Background: an optimization exercise with open tools, aiming at small area and a short achievable clock period. Do not read the settings as production practice. RTL that was checked went through simulation tests only; none was proved equivalent to the original. Power figures rest on the tool's default switching activity, not on a simulated workload.

==> run a: inputs <==
==> flow/design.v <==
module wfd (
    input  wire        clk,
    input  wire        rst,
    input  wire        start,
    input  wire        s_end,
    input  wire        s_valid,
    input  wire [15:0] s_data,
    input  wire [15:0] cfg_vhigh,
    input  wire [15:0] cfg_vlow,
    input  wire        cfg_reverse,
    input  wire        cfg_invert,
    input  wire        cfg_verbose,
    output wire        s_ready,
    output wire        done,
    output wire        err,
    output wire [1:0]  err_code,
    output wire [2:0]  phase,
    output wire        b_valid,
    output wire [7:0]  b_data,
    output wire        sym_valid,
    output wire        sym,
    output wire [15:0] pre_start,
    output wire [15:0] pre_size,
    output wire [15:0] pre_end,
    output wire [15:0] short_dur,
    output wire [15:0] long_dur,
    output wire [15:0] byte_count,
    output wire        diag_sat,
    output wire        start_seen,
    output wire [2:0]  bitcnt,
    output wire [15:0] run
);
    localparam [2:0] IDLE = 3'd0, PH1 = 3'd1, PH2 = 3'd2, PH3 = 3'd3,
                     DONE = 3'd4, ERR = 3'd5;
    localparam [1:0] E_NONE = 2'd0, E_CAL = 2'd1, E_INPUT = 2'd2, E_RANGE = 2'd3;
    reg [2:0]  ph_q;
    reg [1:0]  ec_q;
    reg [15:0] vhx_q, vlx_q;           
    reg        rev_q, inv_q;
    reg [15:0] pst_q, psz_q, pend_q;
    reg        cal_q;                  
    reg [12:0] q11_q;
    reg [3:0]  r11_q;
    reg [14:0] q3_q;
    reg [1:0]  r3_q;
    reg [15:0] run_q;
    reg        ss_q;
    reg [7:0]  acc_q;
    reg [2:0]  bc_q;
    reg [15:0] bcnt_q;
    reg        dsat_q;
    reg        bv_q, sv_q, sy_q;
    reg [7:0]  bd_q;
    wire [15:0] sx = {~s_data[15], s_data[14:0]};
    wire        in_ph1 = (ph_q == PH1);
    wire        in_ph2 = (ph_q == PH2);
    wire        in_ph3 = (ph_q == PH3);
    function [1:0] cmp_tree;           
        input [15:0] a, b;
        reg   [15:0] g, l;
        reg   [7:0]  g1, l1;
        reg   [3:0]  g2, l2;
        reg   [1:0]  g3, l3;
        integer k;
        begin
            g = a & ~b;
            l = ~a & b;
            for (k = 0; k < 8; k = k + 1) begin
                g1[k] = g[2*k+1] | (~l[2*k+1] & g[2*k]);
                l1[k] = l[2*k+1] | (~g[2*k+1] & l[2*k]);
            end
            for (k = 0; k < 4; k = k + 1) begin
                g2[k] = g1[2*k+1] | (~l1[2*k+1] & g1[2*k]);
                l2[k] = l1[2*k+1] | (~g1[2*k+1] & l1[2*k]);
            end
            for (k = 0; k < 2; k = k + 1) begin
                g3[k] = g2[2*k+1] | (~l2[2*k+1] & g2[2*k]);
                l3[k] = l2[2*k+1] | (~g2[2*k+1] & l2[2*k]);
            end
            cmp_tree = {g3[1] | (~l3[1] & g3[0]), l3[1] | (~g3[1] & l3[0])};
        end
    endfunction
    wire [1:0]  ch = cmp_tree(sx, vhx_q);
    wire [1:0]  cl = cmp_tree(sx, vlx_q);
    wire        hi = in_ph1 ? ~ch[0] : ch[1];    
    wire        lo = ~cl[1];                     
    wire        pst_max = &pst_q;
    wire        psz_max = &psz_q;
    wire        run_max = &run_q;
    wire        run_nz  = |run_q;
    wire        bcnt_max = &bcnt_q;
    wire [16:0] end_sum = {1'b0, pst_q} + {1'b0, psz_q};
    wire        cal_bad = (q11_q == 13'd0);           
    wire [18:0] run5 = {1'b0, run_q, 2'b00} + {3'b000, run_q} + {17'd0, r3_q};
    wire        is_short = run5 < {3'b000, psz_q};
    wire        symbol = ~(is_short ^ rev_q);
    wire [7:0]  acc_n = {acc_q[6:0], symbol};
    wire [7:0]  acc_r = {acc_n[0], acc_n[1], acc_n[2], acc_n[3],
                         acc_n[4], acc_n[5], acc_n[6], acc_n[7]};
    reg [2:0]  ph_n;
    reg [1:0]  ec_n;
    reg [15:0] pst_n, psz_n, pend_n, run_n, bcnt_n;
    reg        cal_n;
    reg [12:0] q11_n;
    reg [3:0]  r11_n;
    reg [14:0] q3_n;
    reg [1:0]  r3_n;
    reg        ss_n, dsat_n, bv_n, sv_n, sy_n;
    reg [7:0]  acc_n_q, bd_n;
    reg [2:0]  bc_n;
    reg        do2;
    always @(*) begin
        ph_n   = ph_q;   ec_n  = ec_q;
        pst_n  = pst_q;  psz_n = psz_q; pend_n = pend_q; cal_n = cal_q;
        q11_n  = q11_q;  r11_n = r11_q; q3_n = q3_q; r3_n = r3_q;
        run_n  = run_q;  bcnt_n = bcnt_q;
        ss_n   = ss_q;   dsat_n = dsat_q;
        acc_n_q = acc_q; bd_n = bd_q; bc_n = bc_q; sy_n = sy_q;
        bv_n   = 1'b0;   sv_n = 1'b0;
        do2    = 1'b0;
        if (s_valid) begin
            if (in_ph1) begin
                if (hi) begin
                    if (pst_max) dsat_n = 1'b1;
                    else pst_n = pst_q + 16'd1;
                end else begin
                    ph_n = PH2;
                    do2  = 1'b1;
                end
            end
            if (in_ph2) do2 = 1'b1;
            if (do2) begin
                if (lo) begin
                    if (psz_max) begin
                        ph_n = ERR;
                        ec_n = E_RANGE;
                    end else begin
                        psz_n = psz_q + 16'd1;
                        if (r11_q == 4'd10) begin
                            r11_n = 4'd0;
                            q11_n = q11_q + 13'd1;
                        end else begin
                            r11_n = r11_q + 4'd1;
                        end
                        if (r3_q == 2'd2) begin
                            r3_n = 2'd0;
                            q3_n = q3_q + 15'd1;
                        end else begin
                            r3_n = r3_q + 2'd1;
                        end
                    end
                end else begin
                    cal_n  = 1'b1;
                    pend_n = end_sum[16] ? 16'hffff : end_sum[15:0];
                    if (end_sum[16]) dsat_n = 1'b1;
                    if (cal_bad) begin
                        ph_n = ERR;
                        ec_n = E_CAL;
                    end else begin
                        ph_n = PH3;
                    end
                end
            end
            if (in_ph3) begin
                if (hi) begin
                    if (!run_max) run_n = run_q + 16'd1;
                end else if (run_nz) begin
                    sy_n = symbol;
                    sv_n = 1'b1;
                    run_n = 16'd0;
                    if (!ss_q) begin
                        ss_n = 1'b1;
                    end else begin
                        acc_n_q = acc_n;
                        if (bc_q == 3'd7) begin
                            bd_n = inv_q ? acc_r : acc_n;
                            bv_n = 1'b1;
                            bc_n = 3'd0;
                            if (bcnt_max) dsat_n = 1'b1;
                            else bcnt_n = bcnt_q + 16'd1;
                        end else begin
                            bc_n = bc_q + 3'd1;
                        end
                    end
                end
            end
        end
        if (s_end) begin
            case (ph_n)
                PH1: begin
                    ph_n = ERR;
                    ec_n = (pst_n == 16'd0) ? E_INPUT : E_CAL;
                end
                PH2: begin
                    ph_n = ERR;
                    ec_n = E_CAL;
                end
                PH3: ph_n = DONE;
                default: ;
            endcase
        end
    end
    always @(posedge clk) begin
        if (rst || start) begin
            ph_q   <= rst ? IDLE : PH1;
            ec_q   <= E_NONE;
            pst_q  <= 16'd0; psz_q <= 16'd0; pend_q <= 16'd0; cal_q <= 1'b0;
            q11_q  <= 13'd0; r11_q <= 4'd0; q3_q <= 15'd0; r3_q <= 2'd0;
            run_q  <= 16'd0; bcnt_q <= 16'd0;
            ss_q   <= 1'b0; dsat_q <= 1'b0;
            acc_q  <= 8'd0; bd_q <= 8'd0; bc_q <= 3'd0; sy_q <= 1'b0;
            bv_q   <= 1'b0; sv_q <= 1'b0;
        end else begin
            ph_q   <= ph_n;   ec_q  <= ec_n;
            pst_q  <= pst_n;  psz_q <= psz_n; pend_q <= pend_n; cal_q <= cal_n;
            q11_q  <= q11_n;  r11_q <= r11_n; q3_q <= q3_n; r3_q <= r3_n;
            run_q  <= run_n;  bcnt_q <= bcnt_n;
            ss_q   <= ss_n;   dsat_q <= dsat_n;
            acc_q  <= acc_n_q; bd_q <= bd_n; bc_q <= bc_n; sy_q <= sy_n;
            bv_q   <= bv_n;   sv_q <= sv_n;
        end
        if (rst) begin
            vhx_q <= 16'h8000; vlx_q <= 16'h8000;
            rev_q <= 1'b0; inv_q <= 1'b0;
        end else if (start) begin
            vhx_q <= {~cfg_vhigh[15], cfg_vhigh[14:0]};
            vlx_q <= {~cfg_vlow[15], cfg_vlow[14:0]};
            rev_q <= cfg_reverse; inv_q <= cfg_invert;
        end
    end
    assign s_ready    = in_ph1 | in_ph2 | in_ph3;
    assign done       = (ph_q == DONE);
    assign err        = (ph_q == ERR);
    assign err_code   = ec_q;
    assign phase      = ph_q;
    assign b_valid    = bv_q;
    assign b_data     = bd_q;
    assign sym_valid  = sv_q;
    assign sym        = sy_q;
    assign pre_start  = pst_q;
    assign pre_size   = psz_q;
    assign pre_end    = pend_q;
    assign short_dur  = {3'd0, q11_q & {13{cal_q}}};
    assign long_dur   = {1'd0, q3_q & {15{cal_q}}};
    assign byte_count = bcnt_q;
    assign diag_sat   = dsat_q;
    assign start_seen = ss_q;
    assign bitcnt     = bc_q;
    assign run        = run_q;
endmodule
==> flow/flow/run.sh <==
#!/bin/bash
# Standard layout (the standard.sh) with these changes to how it is made:
# - plain buf_2 cells on the input and output ports, instead of the default
#   delay buffers;
# - no mapping of adders to full/half-adder cells before ABC (ADDER_MAP_FILE
#   empty), so ABC maps all of the logic;
# - timing repair that aims for more setup slack than the clock period needs
#   (flow/margin.txt, ns), so that the layout reaches a shorter period.
set -o pipefail
MARGIN=$(cat flow/margin.txt 2>/dev/null || echo 8)
EXTRA=$(cat flow/extra.txt 2>/dev/null || true)
echo 'export BUFFER_PORTS_ARGS = -buffer_cell sky130_fd_sc_hd__buf_2' >> config.mk
bash standard.sh ADDER_MAP_FILE= SETUP_SLACK_MARGIN=$MARGIN $EXTRA finish > standard.log 2>&1
==> flow/flow/margin.txt <==
7.7
==> flow/standard.sh <==
#!/bin/bash
# synth_recipe.tcl (not shown) runs the flow's synth.tcl, then flattens the netlist and writes it again
# the make line also repeats each setting of config.mk as NAME=value (left out here)
make -C /OpenROAD-flow-scripts/flow DESIGN_CONFIG=/design/flow/config.mk WORK_HOME=/design/flow/orfs CLKGATE_MAP_FILE= SYNTH_SCRIPT=/design/flow/synth_recipe.tcl "${@:-finish}"
==> flow/config.mk <==
export PLATFORM = sky130hd
export DESIGN_NAME = wfd
export DESIGN_NICKNAME = wfd
export VERILOG_FILES = /design/flow/design.v
export SDC_FILE = /design/flow/constraint.sdc
export NUM_CORES = 4
export LEC_CHECK = 0
export ABC_AREA = 1
export CAP_MARGIN = 20
export CORE_MARGIN = 2
export CORE_UTILIZATION = 55
export CTS_BUF_LIST = sky130_fd_sc_hd__clkbuf_4 sky130_fd_sc_hd__clkbuf_8
export PLACE_DENSITY = 0.75
export SLEW_MARGIN = 20
export BUFFER_PORTS_ARGS = -buffer_cell sky130_fd_sc_hd__buf_2
==> flow/constraint.sdc <==
create_clock -name core_clock -period 12.0 [get_ports {clk}]
set_input_delay 2.4000 -clock core_clock [delete_from_list [all_inputs] [get_ports {clk}]]
set_output_delay 2.4000 -clock core_clock [all_outputs]
set_load 0.01 [all_outputs]
==> run b (differences from run a) <==
--- a/flow/design.v
+++ b/flow/design.v
@@ -56,33 +56,7 @@
     wire        in_ph2 = (ph_q == PH2);
     wire        in_ph3 = (ph_q == PH3);
-    function [1:0] cmp_tree;           
-        input [15:0] a, b;
-        reg   [15:0] g, l;
-        reg   [7:0]  g1, l1;
-        reg   [3:0]  g2, l2;
-        reg   [1:0]  g3, l3;
-        integer k;
-        begin
-            g = a & ~b;
-            l = ~a & b;
-            for (k = 0; k < 8; k = k + 1) begin
-                g1[k] = g[2*k+1] | (~l[2*k+1] & g[2*k]);
-                l1[k] = l[2*k+1] | (~g[2*k+1] & l[2*k]);
-            end
-            for (k = 0; k < 4; k = k + 1) begin
-                g2[k] = g1[2*k+1] | (~l1[2*k+1] & g1[2*k]);
-                l2[k] = l1[2*k+1] | (~g1[2*k+1] & l1[2*k]);
-            end
-            for (k = 0; k < 2; k = k + 1) begin
-                g3[k] = g2[2*k+1] | (~l2[2*k+1] & g2[2*k]);
-                l3[k] = l2[2*k+1] | (~g2[2*k+1] & l2[2*k]);
-            end
-            cmp_tree = {g3[1] | (~l3[1] & g3[0]), l3[1] | (~g3[1] & l3[0])};
-        end
-    endfunction
-    wire [1:0]  ch = cmp_tree(sx, vhx_q);
-    wire [1:0]  cl = cmp_tree(sx, vlx_q);
-    wire        hi = in_ph1 ? ~ch[0] : ch[1];    
-    wire        lo = ~cl[1];                     
+    wire [16:0] hsum = {1'b0, sx} + {1'b0, ~vhx_q} + {16'd0, in_ph1};
+    wire        hi = hsum[16];
+    wire        lo = (sx <= vlx_q);
     wire        pst_max = &pst_q;
     wire        psz_max = &psz_q;
==> flow/flow/run.sh (replaced) <==
#!/bin/bash
# Standard layout (the standard.sh) with these changes to how it is made:
# - plain buf_1 cells on the input and output ports, instead of the default
#   delay buffers;
# - no mapping of adders to full/half-adder cells before ABC (ADDER_MAP_FILE
#   empty), so ABC maps all of the logic;
# - timing repair that aims for more setup slack than the clock period needs
#   (flow/margin.txt, ns), so that the layout reaches a shorter period.
set -o pipefail
MARGIN=$(cat flow/margin.txt 2>/dev/null || echo 8)
EXTRA=$(cat flow/extra.txt 2>/dev/null || true)
echo 'export BUFFER_PORTS_ARGS = -buffer_cell sky130_fd_sc_hd__buf_1' >> config.mk
bash standard.sh ADDER_MAP_FILE= SETUP_SLACK_MARGIN=$MARGIN $EXTRA finish > standard.log 2>&1
Settings changed: BUFFER_PORTS_ARGS -buffer_cell sky130_fd_sc_hd__buf_2 to -buffer_cell sky130_fd_sc_hd__buf_1.
==> run c (differences from run a) <==
--- a/flow/design.v
+++ b/flow/design.v
@@ -56,33 +56,7 @@
     wire        in_ph2 = (ph_q == PH2);
     wire        in_ph3 = (ph_q == PH3);
-    function [1:0] cmp_tree;           
-        input [15:0] a, b;
-        reg   [15:0] g, l;
-        reg   [7:0]  g1, l1;
-        reg   [3:0]  g2, l2;
-        reg   [1:0]  g3, l3;
-        integer k;
-        begin
-            g = a & ~b;
-            l = ~a & b;
-            for (k = 0; k < 8; k = k + 1) begin
-                g1[k] = g[2*k+1] | (~l[2*k+1] & g[2*k]);
-                l1[k] = l[2*k+1] | (~g[2*k+1] & l[2*k]);
-            end
-            for (k = 0; k < 4; k = k + 1) begin
-                g2[k] = g1[2*k+1] | (~l1[2*k+1] & g1[2*k]);
-                l2[k] = l1[2*k+1] | (~g1[2*k+1] & l1[2*k]);
-            end
-            for (k = 0; k < 2; k = k + 1) begin
-                g3[k] = g2[2*k+1] | (~l2[2*k+1] & g2[2*k]);
-                l3[k] = l2[2*k+1] | (~g2[2*k+1] & l2[2*k]);
-            end
-            cmp_tree = {g3[1] | (~l3[1] & g3[0]), l3[1] | (~g3[1] & l3[0])};
-        end
-    endfunction
-    wire [1:0]  ch = cmp_tree(sx, vhx_q);
-    wire [1:0]  cl = cmp_tree(sx, vlx_q);
-    wire        hi = in_ph1 ? ~ch[0] : ch[1];    
-    wire        lo = ~cl[1];                     
+    wire [16:0] hsum = {1'b0, sx} + {1'b0, ~vhx_q} + {16'd0, in_ph1};
+    wire        hi = hsum[16];
+    wire        lo = (sx <= vlx_q);
     wire        pst_max = &pst_q;
     wire        psz_max = &psz_q;
==> flow/flow/margin.txt (replaced) <==
7.5
Settings changed: CTS_BUF_LIST sky130_fd_sc_hd__clkbuf_4 sky130_fd_sc_hd__clkbuf_8 to default, PLACE_DENSITY 0.75 to default.
==> run d (differences from run a) <==
--- a/flow/design.v
+++ b/flow/design.v
@@ -56,33 +56,7 @@
     wire        in_ph2 = (ph_q == PH2);
     wire        in_ph3 = (ph_q == PH3);
-    function [1:0] cmp_tree;           
-        input [15:0] a, b;
-        reg   [15:0] g, l;
-        reg   [7:0]  g1, l1;
-        reg   [3:0]  g2, l2;
-        reg   [1:0]  g3, l3;
-        integer k;
-        begin
-            g = a & ~b;
-            l = ~a & b;
-            for (k = 0; k < 8; k = k + 1) begin
-                g1[k] = g[2*k+1] | (~l[2*k+1] & g[2*k]);
-                l1[k] = l[2*k+1] | (~g[2*k+1] & l[2*k]);
-            end
-            for (k = 0; k < 4; k = k + 1) begin
-                g2[k] = g1[2*k+1] | (~l1[2*k+1] & g1[2*k]);
-                l2[k] = l1[2*k+1] | (~g1[2*k+1] & l1[2*k]);
-            end
-            for (k = 0; k < 2; k = k + 1) begin
-                g3[k] = g2[2*k+1] | (~l2[2*k+1] & g2[2*k]);
-                l3[k] = l2[2*k+1] | (~g2[2*k+1] & l2[2*k]);
-            end
-            cmp_tree = {g3[1] | (~l3[1] & g3[0]), l3[1] | (~g3[1] & l3[0])};
-        end
-    endfunction
-    wire [1:0]  ch = cmp_tree(sx, vhx_q);
-    wire [1:0]  cl = cmp_tree(sx, vlx_q);
-    wire        hi = in_ph1 ? ~ch[0] : ch[1];    
-    wire        lo = ~cl[1];                     
+    wire [16:0] hsum = {1'b0, sx} + {1'b0, ~vhx_q} + {16'd0, in_ph1};
+    wire        hi = hsum[16];
+    wire        lo = (sx <= vlx_q);
     wire        pst_max = &pst_q;
     wire        psz_max = &psz_q;
==> flow/flow/run.sh (replaced) <==
#!/bin/bash
# Standard layout (the standard.sh) with these changes to how it is made:
# - plain buf_1 cells on the input and output ports, instead of the default
#   delay buffers;
# - no mapping of adders to full/half-adder cells before ABC (ADDER_MAP_FILE
#   empty), so ABC maps all of the logic;
# - timing repair that aims for more setup slack than the clock period needs
#   (flow/margin.txt, ns), so that the layout reaches a shorter period.
set -o pipefail
MARGIN=$(cat flow/margin.txt 2>/dev/null || echo 8)
EXTRA=$(cat flow/extra.txt 2>/dev/null || true)
echo 'export BUFFER_PORTS_ARGS = -buffer_cell sky130_fd_sc_hd__buf_1' >> config.mk
bash standard.sh ADDER_MAP_FILE= SETUP_SLACK_MARGIN=$MARGIN $EXTRA finish > standard.log 2>&1
Settings changed: BUFFER_PORTS_ARGS -buffer_cell sky130_fd_sc_hd__buf_2 to -buffer_cell sky130_fd_sc_hd__buf_1, CORE_UTILIZATION 55 to 65, PLACE_DENSITY 0.75 to 0.8.
==> comparison table <==
Sequential cell power: run b 0.605 mW; run c 0.605 mW; run a 0.607 mW; run d 0.605 mW
Placed Cells incl. Taps: run b 2227; run c 2227; run a 2097; run d 2182
Sequential share of power: run b 54.0%; run c 47.0%; run a 52.1%; run d 53.8%
Clock tree root buffer cell: run b clkbuf_8; run c clkbuf_16; run a clkbuf_8; run d clkbuf_8
Leakage power: run b 5.30 nW; run c 6.05 nW; run a 6.12 nW; run d 5.32 nW
Non-clock buffer share of cell area: run b 6.85%; run c 7.64%; run a 9.55%; run d 7.08%
Wire length on met3: run b 1650 um; run c 1470 um; run a 1760 um; run d 1720 um
Maximum fanout along the worst path: run b 6; run c 14; run a 5; run d 6
DR iter-0 viols: run b 661; run c 616; run a 528; run d 1022
Area fraction of the dominant cell type after synthesis: run b 32.6%; run c 32.6%; run a 33.6%; run d 32.6%
Synth Instances: run b 1813; run c 1813; run a 1712; run d 1813
Area of the die: run b 20900 sq um; run c 20900 sq um; run a 20300 sq um; run d 17800 sq um
Final Critical Period: run b 4.15 ns; run c 4.29 ns; run a 4.29 ns; run d 4.28 ns
Result of the run: run b finished clean; run c finished clean; run a finished clean; run d finished clean
Die Y-Extent: run b 144 um; run c 144 um; run a 142 um; run d 133 um
Maximum number of pins on one net before global-route repair: run b 62; run c 63; run a 63; run d 63
Placeable core region: run b 19400 sq um; run c 19400 sq um; run a 18800 sq um; run d 16500 sq um
Cells resized by post-CTS repair: run b 10; run c 6; run a 10; run d 12
Area share of xor/xnor cells in the synthesized design: run b 2.90%; run c 2.90%; run a 2.58%; run d 2.90%
Hold EP: run b bd_q[0]; run c bd_q[7]; run a bd_q[7]; run d bd_q[7]
No functional check of the RTL was part of run a.

==> what the ideal ports hide <==
The flow's constraints put no driver on any port. The routed layouts listed below were extracted and timed again, unchanged, in two steps.
Step 1 sets driving cells, clkbuf_16 on the clock port and buf_2 on the other inputs (assumed; they add their load-dependent delay and slew).
Step 2 times the ports against the registers' clock, not the clock port: input delays grow and output delays shrink by t, the midpoint of the rising clock arrivals with the driver on.
Three values: ideal ports, drivers, drivers and shift; two values: the first two.
run | shift t [ns] | slack for setup (ns) | clock arrival spread, ns | cell pins on the clock port's net
run a | 0.501 | 7.708 / 7.715 / 7.214 | 0.014 / 0.014 | 1
run b | 0.497 | 7.847 / 7.865 / 7.368 | 0.022 / 0.022 | 1
run c | 0.477 | 7.707 / 7.731 / 7.254 | 0.013 / 0.013 | 1
run d | 0.512 | 7.725 / 7.739 / 7.227 | 0.017 / 0.017 | 1
After both steps setup and hold are still met in every run listed. The setup slack of run d, which loses most, moves by +0.014 ns with the drivers and by -0.498 ns with both steps.
